This is an optimization exercise on Yosys and OpenROAD, whose aim is small area, a short achievable clock period and few clock cycles, not a production implementation.
No activity file was given, so power comes from the tool's default toggle rates.

== v6 ==
Design kb_report_encoder, start of the top module:
module kb_report_encoder (
    input  wire        clk,
    input  wire        rst,
    input  wire        start,
    input  wire [95:0] deb,
    output wire        ready,
    output reg         done,
    output reg  [63:0] report,
    output wire        changed
);
Size: ~1400 cells after synthesis, roughly 85 flip-flops, ~170 I/O pins, ~0.0087 mm2 of cells after synthesis.
export LEC_CHECK = 0
export ABC_AREA = 1
export CAP_MARGIN = 20
export CORE_MARGIN = 2
export CORE_UTILIZATION = 55
export SETUP_SLACK_MARGIN = 1.6
export SLEW_MARGIN = 20
create_clock -name core_clock -period 5.0 [get_ports {clk}]
standard.sh (not shown) runs the stock make flow with config.mk's settings and CLKGATE_MAP_FILE= SYNTH_SCRIPT=/design/flow/synth_recipe.tcl, a recipe that flattens the netlist after the stock synthesis.
==> flow/flow/run.sh <==
#!/bin/bash
# The standard layout (standard.sh), with every input and output port still
# buffered, but with a plain buffer cell (buf_1) instead of the resizer's
# default choice (a delay buffer, clkdlybuf4s50_1).
set -euo pipefail
export BUFFER_PORTS_ARGS="-buffer_cell sky130_fd_sc_hd__buf_1"
bash standard.sh > standard_flow.log 2>&1
v6 was carried through to the last stage, and its layout satisfied the timing, DRC and antenna checks.
#### Input delta (v7 over v6)
diff --git a/flow/design.v b/flow/design.v
--- a/flow/design.v
+++ b/flow/design.v
@@ -721,15 +721,16 @@
     wire [7:0] mods = ({8{deb[4]}} & (L ? 8'h20 : 8'h02)) | ({8{deb[5]}} & 8'h01) | ({8{deb[11]}} & 8'h08) | ({8{deb[17]}} & 8'h04) | ({8{deb[59]}} & 8'h40) | ({8{deb[65]}} & 8'h80) | ({8{deb[71]}} & 8'h10) | ({8{deb[82]}} & 8'h20);
     wire any9 = deb[10] | deb[12] | deb[13] | deb[14] | deb[15] | deb[16] | deb[18] | deb[19] | deb[20] | deb[21] | deb[24] | deb[25] | deb[26] | deb[27] | deb[28] | deb[30] | deb[31] | deb[32] | deb[33] | deb[34] | deb[36] | deb[37] | deb[38] | deb[39] | deb[40] | deb[42] | deb[43] | deb[44] | deb[45] | deb[46] | deb[48] | deb[49] | deb[50] | deb[51] | deb[52] | deb[54] | deb[55] | deb[56] | deb[57] | deb[58] | deb[60] | deb[61] | deb[62] | deb[63] | deb[64] | deb[66] | deb[67] | deb[68] | deb[69] | deb[72] | deb[73] | deb[74] | deb[77] | deb[78] | deb[79] | deb[80] | deb[81] | deb[83] | deb[84] | deb[85] | deb[88] | deb[89] | deb[91] | deb[92] | deb[93];
     wire any90 = deb[91] | deb[92] | deb[93];
     wire sent = L & (deb[0] | deb[9] | deb[90]);
     wire [7:0] sbyte = deb[90] ? (any90 ? 8'h01 : 8'h02) :
                        deb[9]  ? (any9  ? 8'h01 : 8'h03) : 8'h01;
     wire [2:0] phe = ph;    
-    wire ovf    = (more & (phe == 3'd5)) | (~sent & early);
+    reg  earlyq;
+    wire ovf    = (more & (phe == 3'd5)) | (busy & earlyq);
     wire fill   = (p0 & sent) | ovf;
     wire [7:0] fb = (p0 & sent) ? sbyte : 8'h01;
     wire finish = fill | ~more;
     assign cont = active & ~finish;
     wire [7:0] old [0:5];
     reg  [5:0] en;
     reg  [7:0] d [0:5];
@@ -776,14 +777,15 @@
             done <= active & finish;
             busy <= active & ~finish;
             if (active & p0) valid <= 1'b1;
         end
         ph  <= (rst | ~cont) ? 3'd0 : phe + 3'd1;
         gtr <= (rst | ~cont) ? {13{1'b1}} : P[12:0];
         qst <= {qn5,qn4,qn3,qn2,qn1};
+        earlyq <= early;
         xr  <= (active & cmpen) ? {|xc[7:4], |xc[3:0]} : 2'b00;
         if (active) begin
             if (p0) report[7:0] <= mods;
             for (s = 0; s < 6; s = s + 1)
                 if (en[s]) report[16 + 8*s +: 8] <= d[s];
             report[15:8] <= 8'h00;
             chg_r <= chg_fin;
==> comparison <==
Maximum operating frequency: higher on v7. In v7 the global-route usage turned out 1.2 points lower than in v6. Buffer and inverter count on the worst path: v7 > v6. v7 gives less critical path data required time than v6 did. Summary of v7 over v6: final total power increased by 5.5% relative to the old numbers, cell area decreased by about 2.7% relative to the old numbers.
Function was not checked in any run of this note: the RTL went through the layout flow alone.

-- static timing again, ports no longer ideal --
How much do the figures lean on ideal ports? The routed layouts below were timed once more, with nothing changed but the port constraints. Step 1 sets driving cells, clkbuf_16 on the clock port and buf_2 on the other inputs (assumed; they add their load-dependent delay and slew). Step 2 moves the port delays by t, midway between the first and last clock arrival at a register: inputs arrive t later, outputs are due t later. That takes back most of the time a late clock gives input paths. Slacks: ideal / step 1 / step 2; pairs: ideal / step 1.
run | t (ns) | slack for setup (ns) | worst data-port slew with drivers (ns)
v6 | 0.399 | 1.544 / 1.519 / 1.120 | 0.07
v7 | 0.406 | 1.656 / 1.678 / 1.271 | 0.03
After both steps every run listed still meets setup and hold. The setup slack of v6, which loses most, moves by -0.025 ns with the drivers and by -0.424 ns with both steps.
